From an optimization exercise on the open Yosys and OpenROAD flow, aimed at a short achievable clock period and few clock cycles; shortcuts taken in it are not production practice.
Function was checked by simulation only, so behaviour that the tests miss may differ from the original.
Power figures rest on the tool's default switching activity, not on a simulated workload.

==> flow/design.v (outline; a module is shown in full before it is edited, if it fits) <==
// module lima_vm_imul: 27 lines
// module lima_vm_idiv: 72 lines
// module lima_vm_fpu: 244 lines
// module lima_vm_csa32s: 3855 lines
// module lima_vm_csa24u: 2127 lines
// module lima_vm: 561 lines
module lima_vm (
    input  wire        clk,
    input  wire        rst,           
    input  wire [15:0] entry,         
    output reg         mem_valid,
    output reg         mem_we,
    output reg  [15:0] mem_addr,
    output reg  [31:0] mem_wdata,
    input  wire        mem_ready,
    input  wire [31:0] mem_rdata,
    output wire        in_req,
    output wire        in_float,
    input  wire        in_valid,
    input  wire        in_fail,
    input  wire [31:0] in_data,
    output wire        out_valid,
    output wire        out_float,
    output wire [31:0] out_data,
    input  wire        out_ready,
    output wire        halted,
    output wire [2:0]  err_code,
    output wire [15:0] ip,
    output wire [3:0]  flags,         
    output wire [31:0] r0,
    output wire [31:0] r1
);
  // ...
==> flow/run.sh <==
#!/bin/bash
# synth_recipe.tcl (not shown) runs the flow's synth.tcl, then flattens the netlist and writes it again
# the make line also repeats each setting of config.mk as NAME=value (left out here)
make -C /OpenROAD-flow-scripts/flow DESIGN_CONFIG=/design/flow/config.mk WORK_HOME=/design/flow/orfs CLKGATE_MAP_FILE= SYNTH_SCRIPT=/design/flow/synth_recipe.tcl finish
==> flow/config.mk <==
export PLATFORM = sky130hd
export DESIGN_NAME = lima_vm
export DESIGN_NICKNAME = lima_vm
export VERILOG_FILES = /design/flow/design.v
export SDC_FILE = /design/flow/constraint.sdc
export NUM_CORES = 4
export LEC_CHECK = 0
export ABC_CLOCK_PERIOD_IN_PS = 5000
export CAP_MARGIN = 20
export CORE_MARGIN = 2
export CORE_UTILIZATION = 30
export PLACE_DENSITY = 0.55
export SLEW_MARGIN = 20
==> flow/constraint.sdc <==
create_clock -name core_clock -period 22.0 [get_ports {clk}]
set_input_delay 4.4000 -clock core_clock [delete_from_list [all_inputs] [get_ports {clk}]]
set_output_delay 4.4000 -clock core_clock [all_outputs]
set_load 0.01 [all_outputs]
==> results.txt, run 1 <==
hold path startpoint pk_op[4]; setup slack of the critical path after layout ~11 ns; worst-case register-to-register setup slack roughly 11 ns; final cell count without fillers 24,155; Achievable Freq 0.0889 GHz; DR vias/cell approximately 5.6; number of core rows about 260; most frequent cells in the layout 2,257 x inv_1, 1,434 x nand2_1, 1,371 x nor2_1, 1,339 x edfxtp_1, 1,189 x fa_1; number of antenna violations at the first check in global routing 69; post-synthesis instance total 17,294; fraction of met3 tracks used by global routing 5.29%; mean routed wirelength per cell ~28 µm; Taps Inserted 6,757; clk tree area frac around 3.5%; total leakage power 70.5 nW; share of Yosys cell area claimed by the top area cell type around a quarter; clock transition time at the flip-flop clock pins of the worst setup and hold paths roughly 0.070 ns; Placement Cell Area 0.165 mm²; count of yosys warnings during synthesis 5; mean instance size in the synthesized netlist approximately 8.9 µm²; leading cell type in the layout, fill and taps excluded inv_1; Final period util 51.1%; sequential share of cell area roughly 25%; combinational power about 1.6 mW; outcome complete, no violations; xor/xnor share of the synthesized area ~4.3%; delay of the slowest cell on the worst path 0.54 ns; number of cells on the worst reg-to-reg path 32; dominant kind of cell multi-input gates; number of global-route vias before repair about 130k; Clock Latency Late Sink 0.99 ns; cell area after layout between 0.15 and 0.2 mm²; Hold-fix buffers, CTS 0; Port-buffer cells 259; capturing point of the worst reg2reg path fb[6][6]; Min-Delay Path Class flop to flop; library cell contributing the largest single delay on the critical path clkdlybuf4s50_1; post-CTS setup-driven buffer insertion count 0; library cell with the largest summed area after synthesis edfxtp_1; clock network fraction of total power approximately two fifths; Synthesized Nets just under 20,000; top contributor to total power registers
Testbench counts, summed over its fixed seeds: cycles 162,473.
==> module lima_vm_imul, before the edit <==
module lima_vm_imul (
    input  wire        clk,
    input  wire        rst,
    input  wire        start,
    input  wire [31:0] a,
    input  wire [31:0] b,
    output reg         done,
    output wire [31:0] res,
    output wire        ovf
);
    wire [63:0] s, c;
    lima_vm_csa32s u_csa (.a(a), .b(b), .s(s), .c(c));
    reg [63:0] s_q, c_q;
    reg        spec_q;
    always @(posedge clk) begin
        if (rst) done <= 1'b0;
        else     done <= start;
        if (start) begin
            s_q    <= s;
            c_q    <= c;
            spec_q <= (a == 32'h80000000) && (b == 32'hFFFFFFFF);
        end
    end
    wire [63:0] p = s_q + c_q;
    assign res = p[31:0];
    assign ovf = !((&p[63:31]) || !(|p[63:31])) && !spec_q;
endmodule
==> module lima_vm_idiv, before the edit <==
module lima_vm_idiv (
    input  wire        clk,
    input  wire        rst,
    input  wire        start,
    input  wire [31:0] a,
    input  wire [31:0] b,
    output wire        done,
    output wire [31:0] q
);
    function [5:0] clz32(input [31:0] v);
        integer i;
        begin
            clz32 = 6'd32;
            for (i = 0; i < 32; i = i + 1)
                if (v[i]) clz32 = 6'd31 - i[5:0];
        end
    endfunction
    reg        a_v;
    reg [31:0] am, bm;
    reg        neg;
    reg        busy;
    reg [4:0]  cnt;
    reg [31:0] rem, quo, d1;
    reg [33:0] d3;
    reg        fin;
    wire [5:0]  za = clz32(am);
    wire [5:0]  zb = clz32(bm);
    wire [5:0]  nq = zb - za + 6'd1;            
    wire [5:0]  ns = nq + {5'd0, nq[0]};        
    wire        lt = am < bm;
    wire [63:0] sh = {32'd0, am} << (6'd32 - ns);
    wire [33:0] rs  = {rem, quo[31:30]};
    wire [34:0] t1 = {1'b0, rs} - {3'b000, d1};
    wire [34:0] t2 = {1'b0, rs} - {2'b00, d1, 1'b0};
    wire [34:0] t3 = {1'b0, rs} - {1'b0, d3};
    wire [1:0]  dg = !t3[34] ? 2'd3 : !t2[34] ? 2'd2 : !t1[34] ? 2'd1 : 2'd0;
    wire [31:0] rn = !t3[34] ? t3[31:0] : !t2[34] ? t2[31:0] : !t1[34] ? t1[31:0] : rs[31:0];
    assign done = fin;
    assign q = neg ? (~quo + 32'd1) : quo;
    always @(posedge clk) begin
        if (rst) begin
            a_v  <= 1'b0;
            busy <= 1'b0;
            fin  <= 1'b0;
        end else begin
            a_v <= start;
            fin <= 1'b0;
            if (start) begin
                am  <= a[31] ? (~a + 32'd1) : a;
                bm  <= b[31] ? (~b + 32'd1) : b;
                neg <= a[31] ^ b[31];
            end
            if (a_v) begin
                d1  <= bm;
                d3  <= {2'b00, bm} + {1'b0, bm, 1'b0};
                rem <= sh[63:32];
                quo <= lt ? 32'd0 : sh[31:0];
                cnt <= ns[5:1];
                if (lt) fin <= 1'b1;
                else busy <= 1'b1;
            end else if (busy) begin
                rem <= rn;
                quo <= {quo[29:0], dg};
                cnt <= cnt - 5'd1;
                if (cnt == 5'd1) begin
                    busy <= 1'b0;
                    fin  <= 1'b1;
                end
            end
        end
    end
endmodule
==> module lima_vm_fpu, before the edit <==
module lima_vm_fpu (
    input  wire        clk,
    input  wire        rst,
    input  wire        start,
    input  wire [1:0]  op,
    input  wire [31:0] a,
    input  wire [31:0] b,
    output reg         done,
    output reg  [31:0] res,
    output reg         fl_s,
    output reg         fl_z
);
    localparam [31:0] QNAN = 32'h7FC00000;
    wire        sa = a[31];
    wire        sb = b[31] ^ (op == 2'd1);
    wire [7:0]  xa = a[30:23];
    wire [7:0]  xb = b[30:23];
    wire [22:0] fa = a[22:0];
    wire [22:0] fb = b[22:0];
    wire a_nan  = (xa == 8'hFF) && (fa != 0);
    wire b_nan  = (xb == 8'hFF) && (fb != 0);
    wire a_inf  = (xa == 8'hFF) && (fa == 0);
    wire b_inf  = (xb == 8'hFF) && (fb == 0);
    wire a_zero = (xa == 8'h00) && (fa == 0);
    wire b_zero = (xb == 8'h00) && (fb == 0);
    wire [23:0] ma = {xa != 8'h00, fa};
    wire [23:0] mb = {xb != 8'h00, fb};
    wire [9:0]  ea = (xa == 8'h00) ? 10'd1 : {2'b00, xa};
    wire [9:0]  eb = (xb == 8'h00) ? 10'd1 : {2'b00, xb};
    wire        a_big  = a[30:0] >= b[30:0];
    wire [23:0] m_big  = a_big ? ma : mb;
    wire [23:0] m_sml  = a_big ? mb : ma;
    wire [9:0]  e_big  = a_big ? ea : eb;
    wire [9:0]  e_sml  = a_big ? eb : ea;
    wire        s_big  = a_big ? sa : sb;
    wire        s_sml  = a_big ? sb : sa;
    wire [47:0] ps, pc;
    lima_vm_csa24u u_csa (.a(ma), .b(mb), .s(ps), .c(pc));
    reg [4:0] lza, lzb;
    integer   n;
    always @* begin
        lza = 5'd0;
        lzb = 5'd0;
        for (n = 0; n < 24; n = n + 1) begin
            if (ma[n]) lza = 5'd23 - n[4:0];
            if (mb[n]) lzb = 5'd23 - n[4:0];
        end
    end
    reg        sp_v;
    reg [31:0] sp_r;
    always @* begin
        sp_v = 1'b1;
        sp_r = QNAN;
        case (op)
            2'd0, 2'd1: begin
                if (a_nan || b_nan || (a_inf && b_inf && (sa != sb))) sp_r = QNAN;
                else if (a_inf) sp_r = {sa, 8'hFF, 23'd0};
                else if (b_inf) sp_r = {sb, 8'hFF, 23'd0};
                else sp_v = 1'b0;
            end
            2'd2: begin
                if (a_nan || b_nan || (a_inf && b_zero) || (a_zero && b_inf)) sp_r = QNAN;
                else if (a_inf || b_inf) sp_r = {sa ^ sb, 8'hFF, 23'd0};
                else if (a_zero || b_zero) sp_r = {sa ^ sb, 31'd0};
                else sp_v = 1'b0;
            end
            default: begin
                if (a_nan || b_nan || (a_inf && b_inf)) sp_r = QNAN;
                else if (a_inf) sp_r = {sa ^ sb, 8'hFF, 23'd0};
                else if (b_inf || a_zero) sp_r = {sa ^ sb, 31'd0};
                else sp_v = 1'b0;
            end
        endcase
    end
    reg         s1_v, s1_mul, s1_spv, s1_zs;
    reg  [31:0] s1_sp;
    reg  [23:0] s1_mbig, s1_msml;
    reg  [9:0]  s1_ebig, s1_ediff;
    reg         s1_sub, s1_sign;
    reg  [47:0] s1_ps, s1_pc;
    reg  [10:0] s1_mexp;
    wire [26:0] sml_ext = {s1_msml, 3'b000};
    reg  [26:0] sml_al;
    integer     k;
    always @* begin
        if (s1_ediff >= 10'd27) begin
            sml_al = {26'd0, |s1_msml};
        end else begin
            sml_al = sml_ext >> s1_ediff;
            for (k = 0; k < 27; k = k + 1)
                if (k < s1_ediff && sml_ext[k])
                    sml_al[0] = 1'b1;
        end
    end
    wire [27:0] add_sum = s1_sub ? ({1'b0, s1_mbig, 3'b000} - {1'b0, sml_al})
                                 : ({1'b0, s1_mbig, 3'b000} + {1'b0, sml_al});
    wire [47:0] prod = s1_ps + s1_pc;
    wire [10:0] s2_exp_in = s1_mul ? s1_mexp : {1'b0, s1_ebig} + 11'd1;
    reg         s2_v, s2_spv, s2_sign;
    reg  [31:0] s2_sp;
    reg  [47:0] s2_val;
    reg  [10:0] s2_exp, s2_ome;      
    reg [5:0] lz;
    integer   i;
    always @* begin
        lz = 6'd48;
        for (i = 0; i < 48; i = i + 1)
            if (s2_val[i]) lz = 6'd47 - i[5:0];
    end
    wire [47:0] nrm = s2_val << lz;
    wire [10:0] n_exp = s2_exp - {5'd0, lz};
    wire [10:0] n_dsh = s2_ome + {5'd0, lz};
    reg         s3_v, s3_spv, s3_sign, s3_den, s3_ovf;
    reg  [31:0] s3_sp;
    reg  [26:0] s3_sig;
    reg  [7:0]  s3_field;
    reg  [4:0]  s3_dsh;
    reg        div_busy, div_setup, div_fin;
    reg [3:0]  div_cnt;
    reg [24:0] div_rem;
    reg [23:0] div_dvs;
    reg [25:0] div_dvs3;
    reg [27:0] div_quo;
    reg [10:0] div_exp, div_ome;
    reg        div_sign;
    wire [25:0] du  = {div_rem, 1'b0};
    wire [26:0] dt1 = {1'b0, du} - {3'b000, div_dvs};
    wire [26:0] dt2 = {1'b0, du} - {2'b00, div_dvs, 1'b0};
    wire [26:0] dt3 = {1'b0, du} - {1'b0, div_dvs3};
    wire [1:0]  dq  = !dt3[26] ? 2'd3 : !dt2[26] ? 2'd2 : !dt1[26] ? 2'd1 : 2'd0;
    wire [25:0] dr  = !dt3[26] ? dt3[25:0] : !dt2[26] ? dt2[25:0] : !dt1[26] ? dt1[25:0] : du;
    wire [26:0] div_sig = div_quo[27] ? {div_quo[27:2], div_quo[1] | div_quo[0] | (div_rem != 0)}
                                      : {div_quo[26:1], div_quo[0] | (div_rem != 0)};
    wire [10:0] div_e   = div_quo[27] ? div_exp : div_exp - 11'd1;
    wire [10:0] div_dsh = div_quo[27] ? div_ome : div_ome + 11'd1;
    reg  [26:0] den_sig;
    integer     m;
    always @* begin
        if (s3_den) begin
            den_sig = s3_sig >> s3_dsh;
            for (m = 0; m < 27; m = m + 1)
                if (m < s3_dsh && s3_sig[m])
                    den_sig[0] = 1'b1;
        end else begin
            den_sig = s3_sig;
        end
    end
    wire        rnd_g   = den_sig[2];
    wire        rnd_rs  = den_sig[1] | den_sig[0];
    wire        rnd_inc = rnd_g & (rnd_rs | den_sig[3]);
    wire [30:0] rnd_mag = {s3_field, den_sig[25:3]} + {30'd0, rnd_inc};
    wire [31:0] rnd_out = s3_ovf ? {s3_sign, 8'hFF, 23'd0} : {s3_sign, rnd_mag};
    wire [31:0] s4_res  = s3_spv ? s3_sp : rnd_out;
    wire        s4_nan  = (s4_res[30:23] == 8'hFF) && (s4_res[22:0] != 0);
    wire        s4_z    = (s4_res[30:0] == 31'd0);
    always @(posedge clk) begin
        if (rst) begin
            s1_v <= 1'b0; s2_v <= 1'b0; s3_v <= 1'b0; done <= 1'b0;
            div_busy <= 1'b0; div_setup <= 1'b0; div_fin <= 1'b0;
        end else begin
            s1_v <= start && (op != 2'd3 || sp_v);
            if (start) begin
                s1_mul   <= op[1];
                s1_spv   <= sp_v;
                s1_sp    <= sp_r;
                s1_zs    <= sa & sb;
                s1_mbig  <= m_big;
                s1_msml  <= m_sml;
                s1_ebig  <= e_big;
                s1_ediff <= e_big - e_sml;
                s1_sub   <= s_big ^ s_sml;
                s1_sign  <= op[1] ? (sa ^ sb) : s_big;
                s1_ps    <= ps;
                s1_pc    <= pc;
                s1_mexp  <= {1'b0, ea} + {1'b0, eb} - 11'd126;
            end
            s2_v <= s1_v;
            if (s1_v) begin
                s2_sign <= s1_sign;
                if (s1_spv) begin
                    s2_spv <= 1'b1;
                    s2_sp  <= s1_sp;
                end else if (!s1_mul && add_sum == 28'd0) begin
                    s2_spv <= 1'b1;
                    s2_sp  <= {s1_zs, 31'd0};
                end else begin
                    s2_spv <= 1'b0;
                    s2_sp  <= s1_sp;
                end
                s2_val <= s1_mul ? prod : {add_sum, 20'd0};
                s2_exp <= s2_exp_in;
                s2_ome <= 11'd1 - s2_exp_in;
            end
            s3_v <= s2_v | div_fin;
            if (div_fin) begin
                s3_spv   <= 1'b0;
                s3_sign  <= div_sign;
                s3_sig   <= div_sig;
                s3_field <= (!div_dsh[10] && div_dsh != 11'd0) ? 8'd0 : div_e[7:0];
                s3_den   <= !div_dsh[10] && (div_dsh != 11'd0);
                s3_dsh   <= (!div_dsh[10] && div_dsh >= 11'd27) ? 5'd27 : div_dsh[4:0];
                s3_ovf   <= !div_e[10] && (div_e >= 11'd255);
            end else if (s2_v) begin
                s3_spv   <= s2_spv;
                s3_sp    <= s2_sp;
                s3_sign  <= s2_sign;
                s3_sig   <= {nrm[47:22], |nrm[21:0]};
                s3_field <= (!n_dsh[10] && n_dsh != 11'd0) ? 8'd0 : n_exp[7:0];
                s3_den   <= !n_dsh[10] && (n_dsh != 11'd0);
                s3_dsh   <= (!n_dsh[10] && n_dsh >= 11'd27) ? 5'd27 : n_dsh[4:0];
                s3_ovf   <= !n_exp[10] && (n_exp >= 11'd255);
            end
            done <= s3_v;
            if (s3_v) begin
                res  <= s4_res;
                fl_s <= s4_res[31] && !s4_nan && !s4_z;
                fl_z <= s4_z;
            end
            div_fin   <= 1'b0;
            div_setup <= 1'b0;
            if (start && op == 2'd3 && !sp_v) begin
                div_setup <= 1'b1;
                div_rem   <= {1'b0, ma << lza};
                div_dvs   <= mb << lzb;
                div_quo   <= 28'd0;
                div_exp   <= {1'b0, ea} - {1'b0, eb} - {6'd0, lza} + {6'd0, lzb} + 11'd127;
                div_sign  <= sa ^ sb;
            end else if (div_setup) begin
                div_dvs3 <= {2'b00, div_dvs} + {1'b0, div_dvs, 1'b0};
                div_ome  <= 11'd1 - div_exp;
                div_busy <= 1'b1;
                div_cnt  <= 4'd13;
            end else if (div_busy) begin
                div_quo <= {div_quo[25:0], dq};
                div_rem <= {dr[23:0], 1'b0};
                div_cnt <= div_cnt - 4'd1;
                if (div_cnt == 4'd0) begin
                    div_busy <= 1'b0;
                    div_fin  <= 1'b1;
                end
            end
        end
    end
endmodule
==> inputs of run 2 (changes only) <==
--- a/flow/design.v
+++ b/flow/design.v
@@ -10,17 +10,17 @@
 );
     wire [63:0] s, c;
     lima_vm_csa32s u_csa (.a(a), .b(b), .s(s), .c(c));
     reg [63:0] s_q, c_q;
     reg        spec_q;
     always @(posedge clk) begin
         if (rst) done <= 1'b0;
         else     done <= start;
-        if (start) begin
+        begin
             s_q    <= s;
             c_q    <= c;
             spec_q <= (a == 32'h80000000) && (b == 32'hFFFFFFFF);
         end
     end
     wire [63:0] p = s_q + c_q;
     assign res = p[31:0];
     assign ovf = !((&p[63:31]) || !(|p[63:31])) && !spec_q;
@@ -67,21 +67,21 @@
     always @(posedge clk) begin
         if (rst) begin
             a_v  <= 1'b0;
             busy <= 1'b0;
             fin  <= 1'b0;
         end else begin
             a_v <= start;
             fin <= 1'b0;
-            if (start) begin
+            begin
                 am  <= a[31] ? (~a + 32'd1) : a;
                 bm  <= b[31] ? (~b + 32'd1) : b;
-                neg <= a[31] ^ b[31];
             end
+            if (start) neg <= a[31] ^ b[31];
             if (a_v) begin
                 d1  <= bm;
                 d3  <= {2'b00, bm} + {1'b0, bm, 1'b0};
                 rem <= sh[63:32];
                 quo <= lt ? 32'd0 : sh[31:0];
                 cnt <= ns[5:1];
                 if (lt) fin <= 1'b1;
                 else busy <= 1'b1;
@@ -253,33 +253,33 @@
     wire        s4_nan  = (s4_res[30:23] == 8'hFF) && (s4_res[22:0] != 0);
     wire        s4_z    = (s4_res[30:0] == 31'd0);
     always @(posedge clk) begin
         if (rst) begin
             s1_v <= 1'b0; s2_v <= 1'b0; s3_v <= 1'b0; done <= 1'b0;
             div_busy <= 1'b0; div_setup <= 1'b0; div_fin <= 1'b0;
         end else begin
             s1_v <= start && (op != 2'd3 || sp_v);
-            if (start) begin
+            begin
                 s1_mul   <= op[1];
                 s1_spv   <= sp_v;
                 s1_sp    <= sp_r;
                 s1_zs    <= sa & sb;
                 s1_mbig  <= m_big;
                 s1_msml  <= m_sml;
                 s1_ebig  <= e_big;
                 s1_ediff <= e_big - e_sml;
                 s1_sub   <= s_big ^ s_sml;
                 s1_sign  <= op[1] ? (sa ^ sb) : s_big;
                 s1_ps    <= ps;
                 s1_pc    <= pc;
                 s1_mexp  <= {1'b0, ea} + {1'b0, eb} - 11'd126;
             end
             s2_v <= s1_v;
-            if (s1_v) begin
+            begin
                 s2_sign <= s1_sign;
                 if (s1_spv) begin
                     s2_spv <= 1'b1;
                     s2_sp  <= s1_sp;
                 end else if (!s1_mul && add_sum == 28'd0) begin
                     s2_spv <= 1'b1;
                     s2_sp  <= {s1_zs, 31'd0};
                 end else begin
@@ -294,28 +294,28 @@
             if (div_fin) begin
                 s3_spv   <= 1'b0;
                 s3_sign  <= div_sign;
                 s3_sig   <= div_sig;
                 s3_field <= (!div_dsh[10] && div_dsh != 11'd0) ? 8'd0 : div_e[7:0];
                 s3_den   <= !div_dsh[10] && (div_dsh != 11'd0);
                 s3_dsh   <= (!div_dsh[10] && div_dsh >= 11'd27) ? 5'd27 : div_dsh[4:0];
                 s3_ovf   <= !div_e[10] && (div_e >= 11'd255);
-            end else if (s2_v) begin
+            end else begin
                 s3_spv   <= s2_spv;
                 s3_sp    <= s2_sp;
                 s3_sign  <= s2_sign;
                 s3_sig   <= {nrm[47:22], |nrm[21:0]};
                 s3_field <= (!n_dsh[10] && n_dsh != 11'd0) ? 8'd0 : n_exp[7:0];
                 s3_den   <= !n_dsh[10] && (n_dsh != 11'd0);
                 s3_dsh   <= (!n_dsh[10] && n_dsh >= 11'd27) ? 5'd27 : n_dsh[4:0];
                 s3_ovf   <= !n_exp[10] && (n_exp >= 11'd255);
             end
             done <= s3_v;
-            if (s3_v) begin
+            begin
                 res  <= s4_res;
                 fl_s <= s4_res[31] && !s4_nan && !s4_z;
                 fl_z <= s4_z;
             end
             div_fin   <= 1'b0;
             div_setup <= 1'b0;
             if (start && op == 2'd3 && !sp_v) begin
                 div_setup <= 1'b1;
@@ -6381,24 +6381,23 @@
     assign ip       = ip_q;
     assign flags    = {fs, fv, fz, fc};
     assign r0       = x0;
     assign r1       = x1;
     reg  [1:0]  p_tag;
     wire        stall      = mem_valid & !mem_ready;
     wire        fetch_done = mem_valid & (p_tag == P_FETCH);
     wire        xrd_done   = mem_valid & (p_tag == P_XRD);
-    reg         pw_valid;
-    reg  [15:0] pw_addr;
-    reg  [31:0] pw_data;
+    reg         pw_valid, pw1_valid;
+    reg  [15:0] pw_addr, pw1_addr;
+    reg  [31:0] pw_data, pw1_data;
     reg  [7:0]  fb [0:7];
     reg  [3:0]  fcnt;
     reg  [15:0] dip;           
     reg  [16:0] fnext;         
-    reg         f_stale;       
     reg         f_realign;     
     wire [31:0] ir  = {fb[3], fb[2], fb[1], fb[0]};
     wire [7:0]  opc = ir[31:24];
     wire [1:0]  bb  = ir[23:22];
     wire [11:0] a1  = ir[21:10];
     wire [9:0]  a2  = ir[9:0];
     wire [2:0]  ri  = a1[2:0];
     wire [2:0]  si  = a2[2:0];
@@ -6426,16 +6425,23 @@
     wire d_ea_bad = bb[1] && r_bad;
     wire d_oob1 = d_ea1 > 16'hFFFC;
     wire d_oob2 = d_ea2 > 16'hFFFC;
     wire fw_zero = !(fs || fv || fz || fc);
     wire d_taken = (opc == OP_JZ) ? fw_zero :
                    (opc == OP_JG) ? (!fs && (fv || fz || fc)) :
                                     fs;
     reg         pk_valid;
+    reg         pq_valid;
+    reg  [2:0]  pq_kind;
+    reg  [2:0]  pq_code;
+    reg  [15:0] pq_ip;
+    reg  [7:0]  pq_op;
+    reg  [15:0] pq_ea1, pq_ea2;
+    reg         pq_d, pq_s;
     reg  [2:0]  pk_kind;
     reg  [2:0]  pk_code;
     reg  [15:0] pk_ip;
     reg  [7:0]  pk_op;
     reg  [15:0] pk_ea1, pk_ea2;
     reg         pk_d, pk_s;
     reg         dec_stop;
     reg         x_take;         
@@ -6448,30 +6454,36 @@
     reg  [2:0]  x_code;
     reg  [31:0] w1, w2;
     reg  [31:0] res;
     reg         rs_, rv_, rz_, rc_, r_setf;
     reg         in_fail_q;
     reg  [31:0] in_data_q;
     reg         out_pend, out_fl;
     reg  [31:0] out_q;
-    reg         bk_busy, bk_hold, bk_noflags;
-    reg  [15:0] bk_addr;
-    reg  [31:0] bk_res;
-    reg         bk_s, bk_v, bk_z, bk_c;
+    reg  [3:0]  s_busy, s_hold, s_nofl;
+    reg  [15:0] s_addr [0:3];
+    reg  [31:0] s_res  [0:3];
+    reg  [3:0]  s_fs, s_fv, s_fz;
+    reg  [3:0]  s_older [0:3];       
+    reg         yf_v;                
+    reg  [1:0]  yf_slot;
+    wire        bk_busy = |s_busy;
     wire x_busy    = (xs != X_IDLE);
     wire x_xwriter = x_busy && (x_kind == K_LOAD || x_kind == K_RR);
-    wire x_fwriter = (x_busy && (x_kind == K_M2 || x_kind == K_RR)) || bk_busy;
+    wire x_fwriter = (x_busy && (x_kind == K_M2 || x_kind == K_RR)) || yf_v;
     wire d_uses_x  = (bb != 2'b00) && (d_m2 || d_in || d_out || d_jmp);
     wire d_fetch_oob = dip > 16'hFFFC;
     wire d_have    = (fcnt >= 4'd4) || d_fetch_oob;
     wire halting   = (xs == X_ERR) || (xs == X_HALT);
-    wire pk_xw     = pk_valid && (pk_kind == K_LOAD || pk_kind == K_RR);
-    wire pk_fw     = pk_valid && (pk_kind == K_M2 || pk_kind == K_RR);
-    wire dec_fire  = !stall && !dec_stop && (!pk_valid || x_take) && !halting && d_have &&
+    wire pk_xw     = (pk_valid && (pk_kind == K_LOAD || pk_kind == K_RR)) ||
+                     (pq_valid && (pq_kind == K_LOAD || pq_kind == K_RR));
+    wire pk_fw     = (pk_valid && (pk_kind == K_M2 || pk_kind == K_RR)) ||
+                     (pq_valid && (pq_kind == K_M2 || pq_kind == K_RR));
+    wire dec_fire  = !dec_stop && !pq_valid && !halting && d_have &&
                      !(d_uses_x && (x_xwriter || pk_xw)) &&
                      !(d_jmp && !d_fetch_oob && (x_fwriter || pk_fw));
     reg        d_err;
     reg [2:0]  d_code;
     reg [2:0]  d_kind;
     reg        d_redirect;      
     reg        d_nopk;          
     reg        d_writes;        
@@ -6527,52 +6539,79 @@
     wire [31:0] ires  = is_sub_op ? idiff : isum;
     wire        add_v = (!ia[31] && ia != 0 && !ib[31] && ib != 0 && isum[31]) ||
                         (ia[31] && ib[31] && !isum[31] && isum != 0);
     wire        sub_v = (!ia[31] && ia != 0 && ib[31] && idiff[31]) ||
                         (ia[31] && !ib[31] && ib != 0 && !idiff[31] && idiff != 0);
     wire        sub_c = ia < ib;
     wire        iv    = is_sub_op ? sub_v : add_v;
     wire        ic    = is_sub_op ? sub_c : isum[31];
-    wire        mul_done, div_done, fpu_done;
-    wire        u_done   = mul_done | div_done | fpu_done;
+    wire        mul_done, div_done, fpu0_done, fpu1_done;
+    wire [3:0]  u_done = {fpu1_done, fpu0_done, div_done, mul_done};
     wire        w2_zero  = (w2 == 32'd0);
     wire        w2_fzero = (w2[30:0] == 31'd0);
     wire        x_single = (x_op == OP_IADD) || (x_op == OP_ISUB);
     wire        x_zdiv   = (x_op == OP_IDIV && w2_zero) || (x_op == OP_RDIV && w2_fzero);
-    wire        pw_slot  = !pw_valid;    
-    wire        bk_pw    = !stall && bk_busy && pw_slot && (bk_hold || u_done);
-    wire        bk_free  = !bk_busy || bk_pw;
-    wire        ex_start = !stall && (xs == X_EX) && !x_single && !x_zdiv && bk_free;
+    wire        pw_slot  = !pw1_valid;   
+    wire [3:0]  s_rdy    = s_busy & (s_hold | u_done);
+    wire [3:0]  s_commit = !pw_slot ? 4'd0 :
+                           s_rdy[0] ? 4'b0001 : s_rdy[1] ? 4'b0010 :
+                           s_rdy[2] ? 4'b0100 : s_rdy[3] ? 4'b1000 : 4'b0000;
+    wire        bk_pw    = |s_commit;
+    wire [1:0]  c_slot   = s_commit[1] ? 2'd1 : s_commit[2] ? 2'd2 : s_commit[3] ? 2'd3 : 2'd0;
+    wire [3:0]  s_free   = ~s_busy | s_commit;
+    wire        x_fp     = x_op[5];
+    wire [1:0]  x_slot   = (x_op == OP_IMUL) ? 2'd0 : (x_op == OP_IDIV) ? 2'd1 :
+                           s_free[2] ? 2'd2 : 2'd3;
+    wire        ex_go    = (xs == X_EX) && !x_single && !x_zdiv && s_free[x_slot];
+    wire [3:0]  s_start  = ex_go ? (4'b0001 << x_slot) : 4'b0000;
+    wire [3:0]  u_start  = stall ? 4'b0000 : s_start;    
+    wire        ex_start = ex_go;
     wire        mul_ovf;
     wire [31:0] mul_res;
     lima_vm_imul u_imul (
-        .clk(clk), .rst(rst), .start(ex_start && x_op == OP_IMUL),
+        .clk(clk), .rst(rst), .start(u_start[0]),
         .a(w1), .b(w2), .done(mul_done), .res(mul_res), .ovf(mul_ovf)
     );
     wire [31:0] div_q;
     lima_vm_idiv u_idiv (
-        .clk(clk), .rst(rst), .start(ex_start && x_op == OP_IDIV),
+        .clk(clk), .rst(rst), .start(u_start[1]),
         .a(w1), .b(w2), .done(div_done), .q(div_q)
     );
-    wire [31:0] fpu_res;
-    wire        fpu_s, fpu_z;
-    lima_vm_fpu u_fpu (
-        .clk(clk), .rst(rst),
-        .start(ex_start && x_op[5]),
-        .op(x_op[1:0] - 2'd1), .a(w1), .b(w2), .done(fpu_done), .res(fpu_res),
-        .fl_s(fpu_s), .fl_z(fpu_z)
+    wire [31:0] fpu0_res, fpu1_res;
+    wire        fpu0_s, fpu0_z, fpu1_s, fpu1_z;
+    lima_vm_fpu u_fpu0 (
+        .clk(clk), .rst(rst), .start(u_start[2]),
+        .op(x_op[1:0] - 2'd1), .a(w1), .b(w2), .done(fpu0_done), .res(fpu0_res),
+        .fl_s(fpu0_s), .fl_z(fpu0_z)
+    );
+    lima_vm_fpu u_fpu1 (
+        .clk(clk), .rst(rst), .start(u_start[3]),
+        .op(x_op[1:0] - 2'd1), .a(w1), .b(w2), .done(fpu1_done), .res(fpu1_res),
+        .fl_s(fpu1_s), .fl_z(fpu1_z)
     );
-    wire [31:0] u_res  = mul_done ? mul_res : div_done ? div_q : fpu_res;
-    wire        u_s    = fpu_done ? fpu_s : u_res[31];
-    wire        u_z    = fpu_done ? fpu_z : (u_res == 32'd0);
-    wire        u_v    = mul_done & mul_ovf;
-    wire        bk_busy_n = ex_start || (bk_busy && !bk_pw);
-    wire        pk_ov1 = ex_start ? ovl(pk_ea1, ea1) : ovl(pk_ea1, bk_addr);
-    wire        pk_ov2 = ex_start ? ovl(pk_ea2, ea1) : ovl(pk_ea2, bk_addr);
+    wire [31:0] u_res [0:3];
+    assign u_res[0] = mul_res;
+    assign u_res[1] = div_q;
+    assign u_res[2] = fpu0_res;
+    assign u_res[3] = fpu1_res;
+    wire [3:0]  u_s = {fpu1_s, fpu0_s, div_q[31], mul_res[31]};
+    wire [3:0]  u_z = {fpu1_z, fpu0_z, div_q == 32'd0, mul_res == 32'd0};
+    wire [3:0]  u_v = {3'b000, mul_ovf};
+    wire [31:0] c_res = s_hold[c_slot] ? s_res[c_slot] : u_res[c_slot];
+    wire        c_fs  = s_hold[c_slot] ? s_fs[c_slot]  : u_s[c_slot];
+    wire        c_fv  = s_hold[c_slot] ? s_fv[c_slot]  : u_v[c_slot];
+    wire        c_fz  = s_hold[c_slot] ? s_fz[c_slot]  : u_z[c_slot];
+    wire        bk_busy_n = ex_start || bk_busy;
+    wire        pk_ov1 = (ex_start && ovl(pk_ea1, ea1)) ||
+                         (s_busy[0] && ovl(pk_ea1, s_addr[0])) || (s_busy[1] && ovl(pk_ea1, s_addr[1])) ||
+                         (s_busy[2] && ovl(pk_ea1, s_addr[2])) || (s_busy[3] && ovl(pk_ea1, s_addr[3]));
+    wire        pk_ov2 = (ex_start && ovl(pk_ea2, ea1)) ||
+                         (s_busy[0] && ovl(pk_ea2, s_addr[0])) || (s_busy[1] && ovl(pk_ea2, s_addr[1])) ||
+                         (s_busy[2] && ovl(pk_ea2, s_addr[2])) || (s_busy[3] && ovl(pk_ea2, s_addr[3]));
     wire        pk_ok_bk = (pk_kind == K_ERR) || (pk_kind == K_RR) ||
                            (!pk_ov1 && !(pk_kind == K_M2 && pk_ov2));
     reg  [3:0]  xs_n;
     reg         pw_make;        
     reg  [31:0] pw_mdata;
     reg  [15:0] pw_maddr;
     reg         f_set;          
     reg         nfs, nfv, nfz, nfc;
@@ -6595,17 +6634,17 @@
                     if (bk_pw) begin
                     end else if (pw_slot) begin
                         pw_make = 1'b1; pw_mdata = ires; f_set = 1'b1; x_fin = 1'b1;
                     end else begin
                         to_pw = 1'b1; to_res = ires; xs_n = X_PW;
                     end
                 end else if (x_zdiv) begin
                     x_fail = 1'b1; x_fcode = E_DIV;
-                end else if (bk_free) begin
+                end else if (s_free[x_slot]) begin
                     x_fin = 1'b1;
                 end
             end
             X_PW: begin
                 if (pw_slot && !bk_pw) begin
                     pw_make = 1'b1; pw_mdata = res; f_set = r_setf; x_fin = 1'b1;
                 end
             end
@@ -6629,18 +6668,18 @@
                 end
             end
             X_RR: x_fin = 1'b1;
             X_ERR: if (!pw_valid && !mem_valid && !bk_busy && !out_pend) xs_n = X_HALT;
             default: xs_n = X_HALT;
         endcase
         if (x_fail) xs_n = X_ERR;
         if (bk_pw) begin
-            pw_make = 1'b1; pw_maddr = bk_addr;
-            pw_mdata = bk_hold ? bk_res : u_res;
+            pw_make = 1'b1; pw_maddr = s_addr[c_slot];
+            pw_mdata = c_res;
         end
         if (x_fin) begin
             xs_n = X_IDLE;
             if (pk_valid && (!bk_busy_n || pk_ok_bk) && !(pk_kind == K_OUT && (out_pend || xs == X_ORD))) begin
                 x_take = 1'b1;
                 case (pk_kind)
                     K_ERR:   xs_n = X_ERR;
                     K_M2:    xs_n = X_RD1;
@@ -6651,55 +6690,56 @@
                     default: xs_n = X_ORD;
                 endcase
             end
         end
     end
     reg         x_rd_n;
     reg  [15:0] x_addr_n;
     reg         x_wait_pw;
-    wire        ov_pk1_pw = ovl(pk_ea1, pw_addr);
-    wire        ov_e1_pw  = ovl(ea1, pw_addr);
-    wire        ov_e2_pw  = ovl(ea2, pw_addr);
-    wire        ov_pk1_bk = ovl(pk_ea1, bk_addr);
-    wire        ov_e2_bk  = ovl(ea2, bk_addr);
+    wire        ov_pk1_pw = (pw_valid && ovl(pk_ea1, pw_addr)) || (pw1_valid && ovl(pk_ea1, pw1_addr));
+    wire        ov_e1_pw  = (pw_valid && ovl(ea1, pw_addr))    || (pw1_valid && ovl(ea1, pw1_addr));
+    wire        ov_e2_pw  = (pw_valid && ovl(ea2, pw_addr))    || (pw1_valid && ovl(ea2, pw1_addr));
     wire        ov_pk1_e1 = ovl(pk_ea1, ea1);
     wire        ov_e2_e1  = ovl(ea2, ea1);
     always @* begin
         x_rd_n = 1'b0; x_addr_n = ea1; x_wait_pw = 1'b0;
         if (x_take) begin
             x_rd_n   = (pk_kind == K_M2) || (pk_kind == K_LOAD) || (pk_kind == K_OUT);
             x_addr_n = pk_ea1;
             x_wait_pw = (pw_valid && ov_pk1_pw) ||
-                        (pw_make && (bk_pw ? ov_pk1_bk : ov_pk1_e1));
+                        (pw_make && !bk_pw && ov_pk1_e1);
         end else if (xs_n == X_RD2) begin
             x_rd_n   = 1'b1;
             x_addr_n = ea2;
             x_wait_pw = (pw_valid && ov_e2_pw) ||
-                        (pw_make && (bk_pw ? ov_e2_bk : ov_e2_e1));
+                        (pw_make && !bk_pw && ov_e2_e1);
         end else if (xs_n == X_RD1 || xs_n == X_LD || xs_n == X_ORD) begin
             x_rd_n   = 1'b1;
             x_addr_n = ea1;
             x_wait_pw = (pw_valid && ov_e1_pw) || pw_make;
         end
     end
     wire        x_wr_pend = x_busy && !halting && (x_kind == K_M2 || x_kind == K_STORE || x_kind == K_IN);
     wire        f_realign_n = (fnext > 17'hFFFC);
     wire [15:0] fa  = f_realign_n ? dip : fnext[15:0];
-    wire        f_blk = (pw_valid && ovl(fa, pw_addr)) ||
-                        (bk_busy && ovl(fa, bk_addr)) ||
+    wire        f_blk = (pw_valid && ovl(fa, pw_addr)) || (pw1_valid && ovl(fa, pw1_addr)) ||
+                        (s_busy[0] && ovl(fa, s_addr[0])) || (s_busy[1] && ovl(fa, s_addr[1])) ||
+                        (s_busy[2] && ovl(fa, s_addr[2])) || (s_busy[3] && ovl(fa, s_addr[3])) ||
                         (x_wr_pend && ovl(fa, ea1)) ||
+                        (pq_valid && (pq_kind == K_M2 || pq_kind == K_STORE || pq_kind == K_IN) &&
+                         ovl(fa, pq_ea1)) ||
                         (pk_valid && (pk_kind == K_M2 || pk_kind == K_STORE || pk_kind == K_IN) &&
                          ovl(fa, pk_ea1));
     wire        f_inflight = mem_valid && (p_tag == P_FETCH);
     wire        dec_flush  = dec_fire && (d_redirect || d_flush);
     wire        fetch_ok = !halting && !dec_stop && !f_inflight && !dec_flush && !f_blk &&
                            (fcnt <= 4'd4) &&
                            (f_realign_n ? (fcnt < 4'd4 && !d_fetch_oob) : 1'b1);
-    wire        w_need   = bk_hold || (bk_busy && u_done) || (xs == X_PW) || (xs == X_ST) ||
+    wire        w_need   = (|s_rdy) || (xs == X_PW) || (xs == X_ST) || (xs == X_IN) ||
                            (xs == X_IN2) || (xs == X_EX) || halting;
     reg [1:0]  np_tag;
     reg [15:0] np_addr;
     always @* begin
         np_tag = 2'd0; np_addr = pw_addr;
         if (x_rd_n) begin
             if (pw_valid && x_wait_pw) np_tag = P_WR;
             else if (!x_wait_pw) begin np_tag = P_XRD; np_addr = x_addr_n; end
@@ -6719,116 +6759,155 @@
     integer k;
     reg [3:0] fc1;
     always @(posedge clk) begin
         if (rst) begin
             x0 <= 32'd0; x1 <= 32'd0;
             fs <= 1'b0; fv <= 1'b0; fz <= 1'b0; fc <= 1'b0;
             err <= 1'b0; err_q <= 3'd0; ip_q <= entry;
             mem_valid <= 1'b0; mem_we <= 1'b0; p_tag <= 2'd0;
-            pw_valid <= 1'b0;
+            pw_valid <= 1'b0; pw1_valid <= 1'b0;
             fcnt <= 4'd0; dip <= entry; fnext <= {1'b0, entry};
-            f_stale <= 1'b0; f_realign <= 1'b0;
-            pk_valid <= 1'b0; dec_stop <= 1'b0;
+            f_realign <= 1'b0;
+            pk_valid <= 1'b0; pq_valid <= 1'b0; dec_stop <= 1'b0;
             xs <= X_IDLE; x_kind <= K_ERR;
-            bk_busy <= 1'b0; bk_hold <= 1'b0; bk_noflags <= 1'b0;
+            s_busy <= 4'd0; s_hold <= 4'd0; s_nofl <= 4'd0; yf_v <= 1'b0;
             out_pend <= 1'b0;
         end else begin
             if (out_ready) out_pend <= 1'b0;
             if (stall) begin
-                if (bk_busy && !bk_hold && u_done) begin
-                    bk_hold <= 1'b1;
-                    bk_res  <= u_res;
-                    bk_s <= u_s; bk_v <= u_v; bk_z <= u_z; bk_c <= 1'b0;
-                end
+                for (k = 0; k < 4; k = k + 1)
+                    if (s_busy[k] && !s_hold[k] && u_done[k]) begin
+                        s_hold[k] <= 1'b1;
+                        s_res[k]  <= u_res[k];
+                        s_fs[k] <= u_s[k]; s_fv[k] <= u_v[k]; s_fz[k] <= u_z[k];
+                    end
                 if (xs == X_IN && in_valid) begin
                     xs        <= X_IN2;
                     in_fail_q <= in_fail;
                     in_data_q <= in_data;
                 end
             end else begin
                 mem_valid <= (np_tag != 2'd0);
                 mem_we    <= (np_tag == P_WR);
                 mem_addr  <= np_addr;
                 p_tag     <= np_tag;
                 if (np_tag == P_WR) mem_wdata <= pw_data;
                 if (np_tag == P_FETCH) f_realign <= f_realign_n;
-                pw_valid <= pw_make | (pw_valid & (np_tag != P_WR));
-                if (pw_make) begin
-                    pw_addr <= pw_maddr;
-                    pw_data <= pw_mdata;
+                if (np_tag == P_WR) begin
+                    pw_valid  <= pw1_valid | pw_make;
+                    pw1_valid <= pw1_valid & pw_make;
+                    if (pw1_valid) begin
+                        pw_addr <= pw1_addr;
+                        pw_data <= pw1_data;
+                        if (pw_make) begin
+                            pw1_addr <= pw_maddr;
+                            pw1_data <= pw_mdata;
+                        end
+                    end else if (pw_make) begin
+                        pw_addr <= pw_maddr;
+                        pw_data <= pw_mdata;
+                    end
+                end else if (pw_make) begin
+                    if (pw_valid) begin
+                        pw1_valid <= 1'b1;
+                        pw1_addr  <= pw_maddr;
+                        pw1_data  <= pw_mdata;
+                    end else begin
+                        pw_valid <= 1'b1;
+                        pw_addr  <= pw_maddr;
+                        pw_data  <= pw_mdata;
+                    end
                 end
-                fc1 = fcnt;
-                if (dec_fire && !d_err && !d_redirect) begin
+                fc1 = (dec_fire && fcnt != 4'd0) ? fcnt - 4'd1 : fcnt;
+                if (dec_fire)
                     for (k = 0; k < 7; k = k + 1) fb[k] <= fb[k + 1];
-                    fc1 = (fcnt == 4'd0) ? 4'd0 : fcnt - 4'd1;
-                end
-                if (fetch_done && !f_stale && !dec_flush) begin
+                if (fetch_done) begin
                     if (f_realign) begin
                         fb[0] <= mem_rdata[7:0];   fb[1] <= mem_rdata[15:8];
                         fb[2] <= mem_rdata[23:16]; fb[3] <= mem_rdata[31:24];
-                        fcnt  <= 4'd4;
-                        fnext <= {1'b0, dip} + 17'd4;
                     end else begin
                         for (k = 0; k < 8; k = k + 1) begin
                             if (k == fc1)     fb[k] <= mem_rdata[7:0];
                             if (k == fc1 + 1) fb[k] <= mem_rdata[15:8];
                             if (k == fc1 + 2) fb[k] <= mem_rdata[23:16];
                             if (k == fc1 + 3) fb[k] <= mem_rdata[31:24];
                         end
-                        fcnt  <= fc1 + 4'd4;
-                        fnext <= fnext + 17'd4;
                     end
-                end else begin
-                    fcnt <= fc1;
                 end
-                if (np_tag == P_FETCH) f_stale <= 1'b0;
-                else if (fetch_done) f_stale <= 1'b0;
-                if (dec_fire) begin
-                    if (d_err) begin
-                        dec_stop <= 1'b1;
-                    end else if (d_redirect) begin
-                        dip   <= d_ea1 + 16'd1;
-                        fcnt  <= 4'd0;
-                        fnext <= {1'b0, d_ea1} + 17'd1;
-                        if (f_inflight && !fetch_done) f_stale <= 1'b1;
+                if (dec_fire && d_err) begin
+                    dec_stop <= 1'b1;
+                end else if (dec_fire && d_redirect) begin
+                    dip   <= d_ea1 + 16'd1;
+                    fcnt  <= 4'd0;
+                    fnext <= {1'b0, d_ea1} + 17'd1;
+                end else if (dec_fire && d_flush) begin
+                    dip   <= dip + 16'd1;
+                    fcnt  <= 4'd0;
+                    fnext <= {1'b0, dip} + 17'd1;
+                end else begin
+                    if (dec_fire) dip <= dip + 16'd1;
+                    if (fetch_done) begin
+                        fcnt  <= f_realign ? 4'd4 : fc1 + 4'd4;
+                        fnext <= f_realign ? {1'b0, dip} + 17'd4 : fnext + 17'd4;
                     end else begin
-                        dip <= dip + 16'd1;
-                        if (d_flush) begin
-                            fcnt  <= 4'd0;
-                            fnext <= {1'b0, dip} + 17'd1;
-                            if (f_inflight && !fetch_done) f_stale <= 1'b1;
-                        end
+                        fcnt <= fc1;
                     end
                 end
-                if (dec_fire && !d_nopk) begin
+                if (dec_fire && !d_nopk && (x_take || !pk_valid)) begin
                     pk_valid <= 1'b1;
                     pk_kind  <= d_kind;
                     pk_code  <= d_code;
                     pk_ip    <= dip;
                     pk_op    <= opc;
-                    pk_ea1   <= (d_kind == K_LOAD) ? {6'd0, a2} : (d_kind == K_STORE) ? {4'd0, a1} : d_ea1;
+                    pk_ea1   <= d_load ? {6'd0, a2} : d_stor ? {4'd0, a1} : d_ea1;
                     pk_ea2   <= d_ea2;
                     pk_d     <= ri[0];
                     pk_s     <= si[0];
                 end else if (x_take) begin
-                    pk_valid <= 1'b0;
+                    pk_valid <= pq_valid;
+                    pk_kind  <= pq_kind;
+                    pk_code  <= pq_code;
+                    pk_ip    <= pq_ip;
+                    pk_op    <= pq_op;
+                    pk_ea1   <= pq_ea1;
+                    pk_ea2   <= pq_ea2;
+                    pk_d     <= pq_d;
+                    pk_s     <= pq_s;
+                end
+                if (dec_fire && !d_nopk && !x_take && pk_valid) begin
+                    pq_valid <= 1'b1;
+                    pq_kind  <= d_kind;
+                    pq_code  <= d_code;
+                    pq_ip    <= dip;
+                    pq_op    <= opc;
+                    pq_ea1   <= d_load ? {6'd0, a2} : d_stor ? {4'd0, a1} : d_ea1;
+                    pq_ea2   <= d_ea2;
+                    pq_d     <= ri[0];
+                    pq_s     <= si[0];
+                end else if (x_take) begin
+                    pq_valid <= 1'b0;
                 end
                 xs <= xs_n;
-                if (ex_start) begin
-                    bk_busy <= 1'b1;
-                    bk_hold <= 1'b0;
-                    bk_addr <= ea1;
-                end else if (bk_pw) begin
-                    bk_busy <= 1'b0;
-                    bk_hold <= 1'b0;
-                end else if (bk_busy && u_done) begin
-                    bk_hold <= 1'b1;
-                    bk_res  <= u_res;
-                    bk_s <= u_s; bk_v <= u_v; bk_z <= u_z; bk_c <= 1'b0;
+                for (k = 0; k < 4; k = k + 1) begin
+                    if (!s_start[k]) s_older[k] <= s_older[k] & ~s_start;
+                    if (s_start[k]) begin
+                        s_busy[k]  <= 1'b1;
+                        s_hold[k]  <= 1'b0;
+                        s_nofl[k]  <= 1'b0;
+                        s_addr[k]  <= ea1;
+                        s_older[k] <= s_busy & ~s_commit;
+                    end else if (s_commit[k]) begin
+                        s_busy[k] <= 1'b0;
+                        s_hold[k] <= 1'b0;
+                    end else if (s_busy[k] && !s_hold[k] && u_done[k]) begin
+                        s_hold[k] <= 1'b1;
+                        s_res[k]  <= u_res[k];
+                        s_fs[k] <= u_s[k]; s_fv[k] <= u_v[k]; s_fz[k] <= u_z[k];
+                    end
                 end
                 if (x_take) begin
                     x_kind <= pk_kind;
                     x_op   <= pk_op;
                     x_ip   <= pk_ip;
                     ea1    <= pk_ea1;
                     ea2    <= pk_ea2;
                     x_d    <= pk_d;
@@ -6844,25 +6923,30 @@
                 end
                 if (xs == X_IN && in_valid) begin
                     in_fail_q <= in_fail;
                     in_data_q <= in_data;
                 end
                 if (xs == X_LD && xrd_done) begin
                     if (x_d) x1 <= mem_rdata; else x0 <= mem_rdata;
                 end
-                if (bk_pw && !bk_noflags) begin
-                    if (bk_hold) begin
-                        fs <= bk_s; fv <= bk_v; fz <= bk_z; fc <= bk_c;
-                    end else begin
-                        fs <= u_s; fv <= u_v; fz <= u_z; fc <= 1'b0;
-                    end
+                if (bk_pw && !s_nofl[c_slot]) begin
+                    fs <= c_fs; fv <= c_fv; fz <= c_fz; fc <= 1'b0;
+                end
+                for (k = 0; k < 4; k = k + 1) begin
+                    if (s_busy[k] && ((f_set || (xs == X_RR && x_op != OP_MOVR)) ||
+                                      (bk_pw && s_older[c_slot][k])))
+                        s_nofl[k] <= 1'b1;
+                end
+                if (ex_start) begin
+                    yf_v <= 1'b1; yf_slot <= x_slot;
+                end else if (f_set || (xs == X_RR && x_op != OP_MOVR) ||
+                             (bk_pw && yf_slot == c_slot)) begin
+                    yf_v <= 1'b0;
                 end
-                if (ex_start) bk_noflags <= 1'b0;
-                else if (bk_busy && (f_set || (xs == X_RR && x_op != OP_MOVR))) bk_noflags <= 1'b1;
                 if (xs == X_RR) begin
                     if (x_op == OP_MOVR) begin
                         if (x_d) x1 <= xs_x; else x0 <= xs_x;
                     end else begin
                         if (x_d) x1 <= ires; else x0 <= ires;
                         fs <= ires[31]; fz <= (ires == 32'd0); fc <= ic; fv <= iv;
                     end
                 end
==> run 2 against run 1 <==
Against the previous run:
- register-to-register slack improved by 1.9 ns
- non-clock buffer count rose by 114
- global-route usage rose by 0.14 points
- sequential power rose by 54%
- cell area rose by 23%
- core utilization rose by 0.073 points
==> results.txt, run 2 <==
final-layout fill cell count 64,844 (was 53,029); register ranked first by flip-flop count s_res (was fb); fraction of final layout cells with drive strength greater than 1 6.80% (was 6.79%); Post-Place Setup Slack 12.76 ns (was 9.79 ns); endpoint required time on the critical path 22.64 ns (was 22.70 ns); library cell with the largest summed area after synthesis edfxtp_1 (unchanged); post-synthesis instance area 0.190 mm² (was 0.154 mm²); die height 799 µm (was 721 µm); power per unit of standard cell area 79.6 mW/mm² (was 46.6 mW/mm²); Setup Crit Path Kind flop to flop (was primary input to flop); outcome complete, no violations (unchanged); worst path arrival time 9.86 ns (was 11.95 ns); Regs by FF count s_res x126, fb x64, s_addr x64 (was fb x64, u_imul.s_q x63, u_imul.c_q x62); Port-buffer cells 259 (unchanged); largest net degree at the start of global routing 170 (was 154); worst-case clock buffer depth 4 (unchanged); Final period util 41.9% (was 51.1%); total leakage power 86.2 nW (was 70.5 nW); min Tclk post-route 9.23 ns (was 11.25 ns); Setup Viol. Count Final 0 (unchanged); DR vias/cell 5.64 (was 5.62); clock sink count 1,953 (was 1,446); Synth Flop Type edfxtp_1 (unchanged); Min-Delay Path Class flop to flop (unchanged); buffers and inverters on the worst path 5 (was 6); final layout net count 23,531 (was 19,384); Synthesized Nets 23,539 (was 19,461); maximum ir drop on the vdd rail 0.0832 mV (was 0.0687 mV); number of gates resized after cts 0 (unchanged); library cell contributing the largest single delay on the critical path a211oi_1 (was clkdlybuf4s50_1); commonest cells in the netlist 2,454 x inv_1, 1,834 x nor2_1, 1,717 x nand2_1, 1,701 x edfxtp_1, 1,301 x o21ai_0 (was 2,269 x inv_1, 1,434 x nand2_1, 1,384 x nor2_1, 1,339 x edfxtp_1, 1,189 x fa_1); iteration-0 DRC count of the detailed router 20,773 (was 16,476); Max Fanout on Critical Path 48 (was 44); area of all sequential standard cells 0.0561 mm² (was 0.0424 mm²); vias after detailed routing 167,457 (was 135,856); global placement routability congestion 0.987 (was 0.996); horizontal extent of the die 799 µm (was 721 µm); total negative setup slack 0 ns (unchanged); ys async rst share 0% (unchanged); area used by multi-input combinational logic 0.121 mm² (was 0.100 mm²); dominant cells by area after synthesis edfxtp_1 27%, fa_1 13%, ha_1 7.8%, inv_1 4.9%, nor2_1 3.6% (was edfxtp_1 26%, fa_1 15%, ha_1 7.2%, inv_1 5.5%, nand2_1 3.5%); category of the worst setup path capture point flop (unchanged); number of remaining DRC errors 0 (unchanged); mean routed wirelength per cell 27.8 µm (was 27.7 µm); most frequent CP cell buf_4; Slew Limit Fails 0 (unchanged); Worst-Margin Slew 1.46 ns (was 1.36 ns); initial cell density of the core 30.1% (about the same); type of origin of the critical path flop (was primary input); final number of hold-violating endpoints 0 (unchanged); flop and latch count out of synthesis 1,953 (was 1,446); number of global-route vias before repair 159,197 (was 129,542); total wire length after detailed routing 825,000 µm (was 668,000 µm); global-route congestion overflow total 0 (unchanged); leading cell type in the layout, fill and taps excluded inv_1 (unchanged); count of yosys warnings during synthesis 8 (was 5); CTS tree done (unchanged); delay of the slowest cell on the worst path 0.78 ns (was 0.54 ns); layout overhead on the synthesized area 11.5% (was 11.1%); area of the die 0.638 mm² (was 0.520 mm²); max reg flops 126 (was 64); Detailed Place HPWL 618,000 µm (was 498,000 µm); most frequent cell after synthesis inv_1 (unchanged); share of Yosys cell area claimed by the top area cell type 26.9% (was 26.1%); Fin Clk Skew 0.190 ns (was 0.112 ns); core area 0.631 mm² (was 0.513 mm²); clk root buf clkbuf_16 (unchanged); number of unique standard cell types used by synthesis 122 (was 125); final cell count without fillers 29,696 (was 24,155); EDFF count, synth 1,701 (was 1,339); ports placed on the boundary 260 (unchanged); post-CTS setup-driven buffer insertion count 0 (unchanged); most frequent cells in the layout 2,448 x inv_1, 1,819 x nor2_1, 1,713 x nand2_1, 1,701 x edfxtp_1, 1,297 x o21ai_0 (was 2,257 x inv_1, 1,434 x nand2_1, 1,371 x nor2_1, 1,339 x edfxtp_1, 1,189 x fa_1); crit-path leading delay family compound AO/OA/AOI/OAI gates (was simple AND/OR/NAND/NOR gates); post-synthesis instance total 21,060 (was 17,294); Clock Latency Late Sink 1.06 ns (was 0.99 ns); global-route wire length before repair 1,160,000 µm (was 943,000 µm); clock transition time at the flip-flop clock pins of the worst setup and hold paths 0.06 ns (was 0.07 ns); Cells after DPL 29,188 (was 23,789); DRT Pass-1 Iters 9 (was 7); Achievable Freq 0.108 GHz (was 0.0889 GHz); Hold-fix buffers, CTS 0 (unchanged); number of buffers added by the clock tree synthesis step 238 (was 179); post-synthesis sequential area ratio 29.6% (was 27.5%); count of maximum capacitance violations 0 (unchanged); number of core rows 292 (was 263); level count of the clock H-tree 4 (unchanged); mean instance size in the synthesized netlist 9.00 µm² (was 8.92 µm²); setup slack of the critical path after layout 12.77 ns (was 10.75 ns); Relative slew margins 2.25% (was 9.08%); GRT Total Usage 24.9% (was 24.8%); number of antenna violations at the first check in global routing 81 (was 69); setup repair after global routing missed its margin no (unchanged); number of nets with antenna violations after detailed routing 0 (unchanged)
-- run 2: worst paths after layout --
kind / start / cells after the start / slack [ns] / to
worst max-delay path: fb[2][7] / 26 / 12.77 / pw1_addr[14]
worst max register to register: fb[2][7] / 26 / 12.77 / pw1_addr[14]
worst min-delay path: u_fpu1.res[1] / 0 / 0.40 / s_res[3][1]
worst min register to register: u_fpu1.res[1] / 0 / 0.40 / s_res[3][1]
-- run 2: final cells by class --
type / count / share of cell area [%]
tap: 8379 / 4.96
antenna: 63 / 0.0746
sequential: 1953 / 26.6
clock buffer: 297 / 3.04
inverter: 2488 / 4.42
timing repair buffer: 773 / 3.11
clock inverter: 145 / 0.692
multi-input combinational: 15598 / 57.1
-- run 2: kinds of logic (layout without fill, tap and decap cells) --
| group | count (synthesis) | in the layout | synth area share, % |
|---|---|---|---|
| flip-flops | 1953 | 1953 | 29.6 |
| AO/OA/AOI/OAI | 4860 | 4860 | 16.3 |
| other | 0 | 63 | 0 |
| AND/OR/NAND/NOR | 6416 | 6416 | 16.3 |
| adder cells (fa/ha/maj) | 2398 | 2398 | 20.6 |
| buffers and inverters | 3509 | 3703 | 7.02 |
| multiplexers | 897 | 897 | 5.41 |
| XOR/XNOR | 1027 | 1027 | 4.75 |
-- run 2: metal layers --
layer | wire length (µm) | global-route usage [%]
met4 | 51900 | 12.6
met1 | 336000 | 33.1
met5 | 629 | 0.472
met3 | 85200 | 6.05
met2 | 351000 | 37.7
-- run 2: report_power, final --
part           internal [mW]  switching [mW]
sequential              4.53           0.393
clock                   2.31            1.79
combinational           2.69            5.12
total                   9.53            7.30
-- run 2: per-stage QoR --
stage	area (µm²)	total power [mW]	hold WS [ns]	util, %
after floorplan	190000	9.73	0.400	-
after global placement	203000	12.5	0.403	32.2
after detailed placement	203000	12.5	0.405	32.2
after CTS	211000	16.6	0.399	33.5
after global routing	211000	17.6	0.416	33.5
final	211000	16.8	0.403	33.5
-- run 2: worst reg2reg max path: cells and delay by family, from the launching register on --
kind / cells / cell delay (ns)
AO/OA/AOI/OAI: 9 / 3.49
XOR/XNOR: 2 / 0.58
adder cells (fa/ha/maj): 1 / 0.47
buffers and inverters: 5 / 1.82
flip-flops: 1 / 0.41
multiplexers: 1 / 0.34
AND/OR/NAND/NOR: 8 / 1.65
Testbench counts of run 2, summed over its fixed seeds: cycles 139,694.

[re-timing with driven ports]
No port has a modelled driver above. Below, the same layouts with a new extraction and two added sets of constraints. Step 1 sets driving cells, clkbuf_16 on the clock port and buf_2 on the other inputs (assumed; they add their load-dependent delay and slew). Step 2 times the ports against the registers' clock, not the clock port: input delays grow and output delays shrink by t, the midpoint of the rising clock arrivals with the driver on. Slacks: ideal / step 1 / step 2; pairs: ideal / step 1.
run	t (ns)	setup WS [ns]	worst hold slack (ns)	worst register clock-pin slew, ns	worst data-port slew with drivers (ns)
run 1	1.058	10.751 / 10.846 / 9.788	0.411 / 0.411 / 0.411	0.08 / 0.08	0.08
run 2	1.105	12.774 / 12.774 / 12.766	0.403 / 0.403 / 0.403	0.08 / 0.08	0.29
After both steps setup and hold are still met in every run listed. The setup slack of run 1, which loses most, moves by +0.095 ns with the drivers and by -0.963 ns with both steps.
